From an optimization exercise on the open Yosys and OpenROAD flow, aimed at small area; shortcuts taken in it are not production practice. Only simulation tests tie the RTL to the original design; equivalence was not proved. The flow treats the clock pin as an ideal source. Dropping or thinning the clock tree relies on that and would not hold on a real chip. Power figures rest on the tool's default switching activity, not on a simulated workload.

== run D ==
// scc
module scc (
    input  wire        clk,
    input  wire        rst,           
    input  wire        cmd_valid,
    input  wire [7:0]  cmd,
    output wire        ready,
    input  wire        ofs_we,
    input  wire [31:0] ofs_wdata,
    output reg  [31:0] ofs,
    output wire [31:0] msf,           
    output reg  [31:0] edc,
    output wire [31:0] status,
    output reg         mem_en,
    output reg         mem_we,
    output reg  [11:0] mem_addr,
    output reg  [7:0]  mem_wdata,
    input  wire [7:0]  mem_rdata
);
Size in the first run: ~1000 cells after synthesis, roughly 200 I/O pins, ~0.0081 mm^2 of cells after synthesis.
==> flow/config.mk <==
export PLATFORM = sky130hd
export DESIGN_NAME = scc
export DESIGN_NICKNAME = scc
export VERILOG_FILES = /design/flow/design.v
export SDC_FILE = /design/flow/constraint.sdc
export NUM_CORES = 4
export LEC_CHECK = 0
export CAP_MARGIN = 20
export CORE_MARGIN = 2
export CORE_UTILIZATION = 40
export PLACE_DENSITY = 0.6
export SLEW_MARGIN = 20
==> flow/constraint.sdc <==
create_clock -name core_clock -period 27.0 [get_ports {clk}]
set_input_delay 5.4000 -clock core_clock [delete_from_list [all_inputs] [get_ports {clk}]]
set_output_delay 5.4000 -clock core_clock [all_outputs]
set_load 0.01 [all_outputs]
standard.sh (not shown) runs the stock make flow with config.mk's settings and CLKGATE_MAP_FILE= SYNTH_SCRIPT=/design/flow/synth_recipe.tcl, a recipe that flattens the netlist after the stock synthesis.
==> flow/flow/run.sh <==
#!/bin/bash
# Own layout flow: the standard ORFS flow with
#  - an area-oriented ABC mapping script (registers are mapped exactly as in
#    the standard synthesis; only the combinational mapping differs),
#  - no full-adder extraction before ABC,
#  - minimum-size port buffers,
#  - one tie cell for all constant outputs (no tie fan-out repair),
#  - repair aiming at the library's own slew and capacitance limits,
#  - a two-level clock tree built by hand (flow/manual_cts.tcl): one root
#    buffer and one leaf buffer per cluster of flip-flops.
# Each tool's full output is kept in a log file in this folder.
set -uo pipefail
W=$(pwd)
rm -rf "$W/scripts_local"
cp -r "$FLOW_HOME/scripts" "$W/scripts_local"
cp "$W/flow/abc_area.script" "$W/scripts_local/abc_area.script"
cp "$W/flow/manual_cts.tcl" "$W/scripts_local/manual_cts.tcl"
sed -i 's|^log_cmd clock_tree_synthesis {\*}\$cts_args|source $::env(SCRIPTS_DIR)/manual_cts.tcl|' "$W/scripts_local/cts.tcl"
grep -q manual_cts "$W/scripts_local/cts.tcl" || exit 3
bash "$W/standard.sh" \
    "SCRIPTS_DIR=$W/scripts_local" \
    ABC_AREA=1 \
    CORE_UTILIZATION=75 \
    PLACE_DENSITY=0.9 \
    SLEW_MARGIN=0 \
    CAP_MARGIN=0 \
    SKIP_REPAIR_TIE_FANOUT=1 \
    ADDER_MAP_FILE= \
    "BUFFER_PORTS_ARGS=-buffer_cell sky130_fd_sc_hd__buf_1" \
    MANUAL_CTS_BUF=sky130_fd_sc_hd__clkbuf_8 \
    MANUAL_CTS_ROOT=sky130_fd_sc_hd__clkbuf_16 \
    "MANUAL_CTS_SPLITS=3 2 2" \
    finish > "$W/orfs_make.log" 2>&1
rc=$?
tail -40 "$W/orfs_make.log"
exit $rc
==> flow/flow/abc_area.script <==
strash
&get -n
&st
&deepsyn -T 60
&dch -f
&nf -a -R 1000
&put
mfs2 -a
strash
dch -f
amap
mfs2 -a
strash
&get -n
&st
&syn2
&dch -f
&nf -a -R 1000
&put
mfs2 -a
strash
&get -n
&st
&syn2
&dch -f
&nf -a -R 1000
&put
topo
Other scripts of this flow, unchanged in this note and not shown: flow/flow/manual_cts.tcl
Relative to run D, the following input files were edited for run B:
--- a/flow/flow/abc_area.script
+++ b/flow/flow/abc_area.script
@@ -3,3 +3,3 @@
 &st
-&deepsyn -T 60
+&synch2
 &dch -f
Notes after the runs:
- Run B: PASS, flow complete, no timing, DRC or antenna violations
- Run B vs run D: peak supply drop down
- Post-detailed-placement cell area in run B is 1.9% above run D.
- The core utilization reported for run B is greater than that of run D by 0.79 points.
In every run of this note, the design's own scripts or RTL, not TritonCTS, make the clock network.

* * *

Another version of the RTL of scc (not shown whole).
Size: about 1000 cells after synthesis, ~200 I/O pins.
Settings: LEC_CHECK=0, CAP_MARGIN=20, CORE_MARGIN=2, CORE_UTILIZATION=40, PLACE_DENSITY=0.6, SLEW_MARGIN=20; clock period 27.0 ns.
==> flow/flow/run.sh <==
#!/bin/bash
# Own layout flow: the standard ORFS flow with
#  - an area-oriented ABC mapping script (registers are mapped exactly as in
#    the standard synthesis; only the combinational mapping differs),
#  - no full-adder extraction before ABC,
#  - minimum-size port buffers and small clock-tree buffers.
# Each tool's full output is kept in a log file in this folder.
set -uo pipefail
W=$(pwd)
rm -rf "$W/scripts_local"
cp -r "$FLOW_HOME/scripts" "$W/scripts_local"
cp "$W/flow/abc_area.script" "$W/scripts_local/abc_area.script"
bash "$W/standard.sh" \
    "SCRIPTS_DIR=$W/scripts_local" \
    ABC_AREA=1 \
    SLEW_MARGIN=0 \
    CAP_MARGIN=0 \
    ADDER_MAP_FILE= \
    "BUFFER_PORTS_ARGS=-buffer_cell sky130_fd_sc_hd__buf_1" \
    "CTS_ARGS=-sink_clustering_enable -repair_clock_nets -dont_use_dummy_load -buf_list sky130_fd_sc_hd__clkbuf_8 -root_buf sky130_fd_sc_hd__clkbuf_8 -sink_clustering_size 30 -sink_clustering_max_diameter 150" \
    finish > "$W/orfs_make.log" 2>&1
rc=$?
tail -40 "$W/orfs_make.log"
exit $rc
==> flow/flow/abc_area.script <==
strash
&get -n
&st
&synch2
&dch -f
&nf -a -R 1000
&put
mfs2 -a
strash
&get -n
&st
&syn2
&dch -f
&nf -a -R 1000
&put
topo
The baseline completed without violations.
==> next run, changes <==
--- a/flow/flow/run.sh
+++ b/flow/flow/run.sh
@@ -17,0 +18 @@
+    SKIP_REPAIR_TIE_FANOUT=1 \
@@ -20 +21 @@
-    "CTS_ARGS=-sink_clustering_enable -repair_clock_nets -dont_use_dummy_load -buf_list sky130_fd_sc_hd__clkbuf_8 -root_buf sky130_fd_sc_hd__clkbuf_8 -sink_clustering_size 30 -sink_clustering_max_diameter 150" \
+    "CTS_ARGS=-sink_clustering_enable -repair_clock_nets -dont_use_dummy_load -buf_list sky130_fd_sc_hd__clkbuf_8 -root_buf sky130_fd_sc_hd__clkbuf_8" \
What happened: Clock skew stays flat; core utilization shrinks by 0.52 points; via count drops by 0.66%; worst setup slack gains 0.031 ns; non-clock buffer count came out lower by 2; cell area is lower by 1.1%; die area does not change; cell count shrinks by 1.8%; sequential cell count stays the same; routed wire length came out lower by 0.99%.
==> next run, changes <==
--- a/flow/flow/run.sh
+++ b/flow/flow/run.sh
@@ -21 +21 @@
-    "CTS_ARGS=-sink_clustering_enable -repair_clock_nets -dont_use_dummy_load -buf_list sky130_fd_sc_hd__clkbuf_8 -root_buf sky130_fd_sc_hd__clkbuf_8" \
+    "CTS_ARGS=-repair_clock_nets -dont_use_dummy_load -buf_list sky130_fd_sc_hd__clkbuf_8 -root_buf sky130_fd_sc_hd__clkbuf_8" \
=>
- cell area stays the same
- fmax does not change
- setup slack does not change
- final cell count is unchanged
- routed wire length stays the same
==> next run, changes <==
--- a/flow/flow/run.sh
+++ b/flow/flow/run.sh
@@ -16,3 +15,0 @@
-    SLEW_MARGIN=0 \
-    CAP_MARGIN=0 \
-    SKIP_REPAIR_TIE_FANOUT=1 \
@@ -21 +18 @@
-    "CTS_ARGS=-repair_clock_nets -dont_use_dummy_load -buf_list sky130_fd_sc_hd__clkbuf_8 -root_buf sky130_fd_sc_hd__clkbuf_8" \
+    "CTS_ARGS=-sink_clustering_enable -repair_clock_nets -dont_use_dummy_load -buf_list sky130_fd_sc_hd__clkbuf_4 sky130_fd_sc_hd__clkbuf_8 -root_buf sky130_fd_sc_hd__clkbuf_8" \
Result:
- The changed run ended with an error in clock tree synthesis (STA-0564)
- synthesized cell count stays the same
- area after synthesis is unchanged

* * *

scc with an RTL version that a note above also has.
Size in the first run: about 990 cells after synthesis, about 200 I/O pins, about 0.0083 sq mm of cells after synthesis.
## scc
module scc (
    input  wire        clk,
    input  wire        rst,           
    input  wire        cmd_valid,
    input  wire [7:0]  cmd,
    output wire        ready,
    input  wire        ofs_we,
    input  wire [31:0] ofs_wdata,
    output reg  [31:0] ofs,
    output wire [31:0] msf,           
    output reg  [31:0] edc,
    output wire [31:0] status,
    output reg         mem_en,
    output reg         mem_we,
    output reg  [11:0] mem_addr,
    output reg  [7:0]  mem_wdata,
    input  wire [7:0]  mem_rdata
);
    reg        msf_v;                 
    reg [6:0]  msf_f, msf_s;          
    reg [7:0]  msf_m;                 
    reg        sync_ok, form2, blank, addr_ok;
    reg [1:0]  cause;
    wire       err = cause[0] | cause[1];
    reg [7:0]  fcmd;                  
    assign msf    = {6'd0, msf_v, 2'd0, msf_f, 1'b0, msf_s, msf_m};
    assign status = {8'd0, fcmd, 5'd0, cause, err, 4'd0, addr_ok, blank, form2, sync_ok};
    localparam [3:0] S_IDLE  = 4'd0,
                     S_DEC   = 4'd1,
                     S_MSF   = 4'd2,
                     S_WR    = 4'd3,
                     S_CHK   = 4'd4,
                     S_EDC   = 4'd5,
                     S_EDCW  = 4'd6,
                     S_ERD   = 4'd7,
                     S_ELAST = 4'd8,
                     S_EW0   = 4'd9,
                     S_EW1   = 4'd10;
    reg [3:0]  st;
    reg [11:0] a;           
    reg [2:0]  sub;         
    reg [2:0]  mh;          
    reg [7:0]  acc_a;       
    reg [7:0]  acc_b;       
    reg [6:0]  maj;         
    assign ready = (st == S_IDLE);
    wire clr = rst | (ready & cmd_valid & (cmd == 8'hFF));
    wire op_msfenc = ~fcmd[3] & ~fcmd[4] & ~fcmd[5];    
    wire op_clr    = fcmd[4] & ~fcmd[1] & ~fcmd[0];     
  ...
clock: 27.0 ns
lec_check: 0
cap_margin: 20
core_margin: 2
core_utilization: 40
place_density: 0.6
slew_margin: 20
==> flow/flow/run.sh <==
#!/bin/bash
# Own layout flow: the standard ORFS flow with
#  - an area-oriented ABC mapping script (registers are mapped exactly as in
#    the standard synthesis; only the combinational mapping differs),
#  - no full-adder extraction before ABC,
#  - minimum-size port buffers,
#  - one tie cell for all constant outputs (no tie fan-out repair),
#  - repair aiming at the library's own slew and capacitance limits,
#  - a two-level clock tree built by hand (flow/manual_cts.tcl): one root
#    buffer and one leaf buffer per cluster of flip-flops.
# Each tool's full output is kept in a log file in this folder.
set -uo pipefail
W=$(pwd)
rm -rf "$W/scripts_local"
cp -r "$FLOW_HOME/scripts" "$W/scripts_local"
cp "$W/flow/abc_area.script" "$W/scripts_local/abc_area.script"
cp "$W/flow/manual_cts.tcl" "$W/scripts_local/manual_cts.tcl"
sed -i 's|^log_cmd clock_tree_synthesis {\*}\$cts_args|source $::env(SCRIPTS_DIR)/manual_cts.tcl|' "$W/scripts_local/cts.tcl"
grep -q manual_cts "$W/scripts_local/cts.tcl" || exit 3
bash "$W/standard.sh" \
    "SCRIPTS_DIR=$W/scripts_local" \
    ABC_AREA=1 \
    SLEW_MARGIN=0 \
    CAP_MARGIN=0 \
    SKIP_REPAIR_TIE_FANOUT=1 \
    ADDER_MAP_FILE= \
    "BUFFER_PORTS_ARGS=-buffer_cell sky130_fd_sc_hd__buf_1" \
    MANUAL_CTS_BUF=sky130_fd_sc_hd__clkbuf_8 \
    MANUAL_CTS_ROOT=sky130_fd_sc_hd__clkbuf_16 \
    "MANUAL_CTS_SPLITS=3 2 2" \
    finish > "$W/orfs_make.log" 2>&1
rc=$?
tail -40 "$W/orfs_make.log"
exit $rc
==> flow/flow/abc_area.script <==
strash
&get -n
&st
&synch2
&dch -f
&nf -a -R 1000
&put
mfs2 -a
strash
dch -f
amap
mfs2 -a
strash
&get -n
&st
&syn2
&dch -f
&nf -a -R 1000
&put
mfs2 -a
strash
&get -n
&st
&syn2
&dch -f
&nf -a -R 1000
&put
topo
Other scripts of this flow, unchanged in this note and not shown: flow/flow/manual_cts.tcl
The starting point completed with no timing, DRC or antenna violations.
Edit:
--- a/flow/flow/run.sh
+++ b/flow/flow/run.sh
@@ -2,5 +2,7 @@
 # Own layout flow: the standard ORFS flow with
-#  - an area-oriented ABC mapping script (registers are mapped exactly as in
-#    the standard synthesis; only the combinational mapping differs),
+#  - an area-oriented ABC script (deep AIG synthesis, then area mapping);
+#    registers are mapped exactly as in the standard synthesis, only the
+#    combinational logic is mapped differently,
 #  - no full-adder extraction before ABC,
+#  - a denser floorplan and placement,
 #  - minimum-size port buffers,
@@ -22,2 +24,4 @@
     ABC_AREA=1 \
+    CORE_UTILIZATION=75 \
+    PLACE_DENSITY=0.9 \
     SLEW_MARGIN=0 \
==> flow/flow/abc_area.script (replaced) <==
strash
&get -n
&st
&deepsyn -T 60
&put
strash
&get -n
&st
&dch -f
&nf -a -R 1000
&put
mfs2 -a
strash
dch -f
amap
mfs2 -a
strash
&get -n
&st
&dch -f
&nf -a -R 1000
&put
topo
The new run completed without violations.
Cell area falls by about 6%.
Synthesized area falls by about 4%.
Final cell count falls by about 13%.
Edit:
--- a/flow/flow/run.sh
+++ b/flow/flow/run.sh
@@ -2,7 +2,5 @@
 # Own layout flow: the standard ORFS flow with
-#  - an area-oriented ABC script (deep AIG synthesis, then area mapping);
-#    registers are mapped exactly as in the standard synthesis, only the
-#    combinational logic is mapped differently,
+#  - an area-oriented ABC mapping script (registers are mapped exactly as in
+#    the standard synthesis; only the combinational mapping differs),
 #  - no full-adder extraction before ABC,
-#  - a denser floorplan and placement,
 #  - minimum-size port buffers,
@@ -24,4 +22,4 @@
     ABC_AREA=1 \
-    CORE_UTILIZATION=75 \
-    PLACE_DENSITY=0.9 \
+    CORE_UTILIZATION=65 \
+    PLACE_DENSITY=0.8 \
     SLEW_MARGIN=0 \
==> flow/flow/abc_area.script (replaced) <==
strash
&get -n
&st
&synch2
&dch -f
&nf -a -R 1000
&put
mfs2 -a
strash
dch -f
amap
mfs2 -a
strash
&get -n
&st
&syn2
&dch -f
&nf -a -R 1000
&put
mfs2 -a
strash
&get -n
&st
&syn2
&dch -f
&nf -a -R 1000
&put
topo
After rerunning: The new run completed without violations. Via count decreases by about 3%. Final cell count increases by about 7%. Area after synthesis increases by 4.1%. Die area increases by about 20%. Clock power decreases by about 5%. Global-route usage decreases by 12 points. Register-to-register slack improves by 0.12 ns. Cell area increases by about 5%. Worst setup slack degrades by 3.9 ns. First-iteration DRC count decreases by about 40%. Routed wire length decreases by about 9%.
In every run of this note, the design's own scripts or RTL, not TritonCTS, make the clock network.

-- separate check: timing with driven ports --
In the flow no input, the clock included, has a driving cell. The finished layouts below were timed again as built, in two steps. Step 1 (the two cells are an assumption about what drives the block):
set clk [get_ports {clk}]
set_driving_cell -lib_cell sky130_fd_sc_hd__clkbuf_16 $clk
set_driving_cell -lib_cell sky130_fd_sc_hd__buf_2 [delete_from_list [all_inputs] $clk]
Step 2, shift: input delay + t, output delay - t, t = (earliest + latest rising clock arrival at the registers) / 2. This alone moves slack from input paths to output paths. a / b / c = no drivers / after step 1 / after step 2; a / b = the first two.
run	t (ns)	setup WS [ns]	hold WS [ns]	worst slew at a driven data input, ns
run D	0.411	17.250 / 17.204 / 17.615	0.486 / 0.486 / 0.486	0.04
run B	0.410	13.464 / 13.439 / 13.439	0.463 / 0.463 / 0.463	0.04
the first run of note 2	0.491	14.131 / 14.099 / 14.099	0.451 / 0.451 / 0.451	0.04
the second run of note 2	0.490	14.162 / 14.136 / 14.136	0.460 / 0.460 / 0.460	0.04
the third run of note 2	0.490	14.162 / 14.136 / 14.136	0.460 / 0.460 / 0.460	0.04
the first run of note 3	0.433	13.091 / 13.071 / 13.071	0.473 / 0.473 / 0.473	0.04
the second run of note 3	0.417	17.234 / 17.190 / 17.608	0.478 / 0.478 / 0.478	0.08
the third run of note 3	0.405	13.299 / 13.261 / 13.261	0.474 / 0.474 / 0.474	0.05
After both steps setup and hold are still met in every run listed. The setup slack of the third run of note 3, which loses most, moves by -0.038 ns with the drivers and by -0.038 ns with both steps.
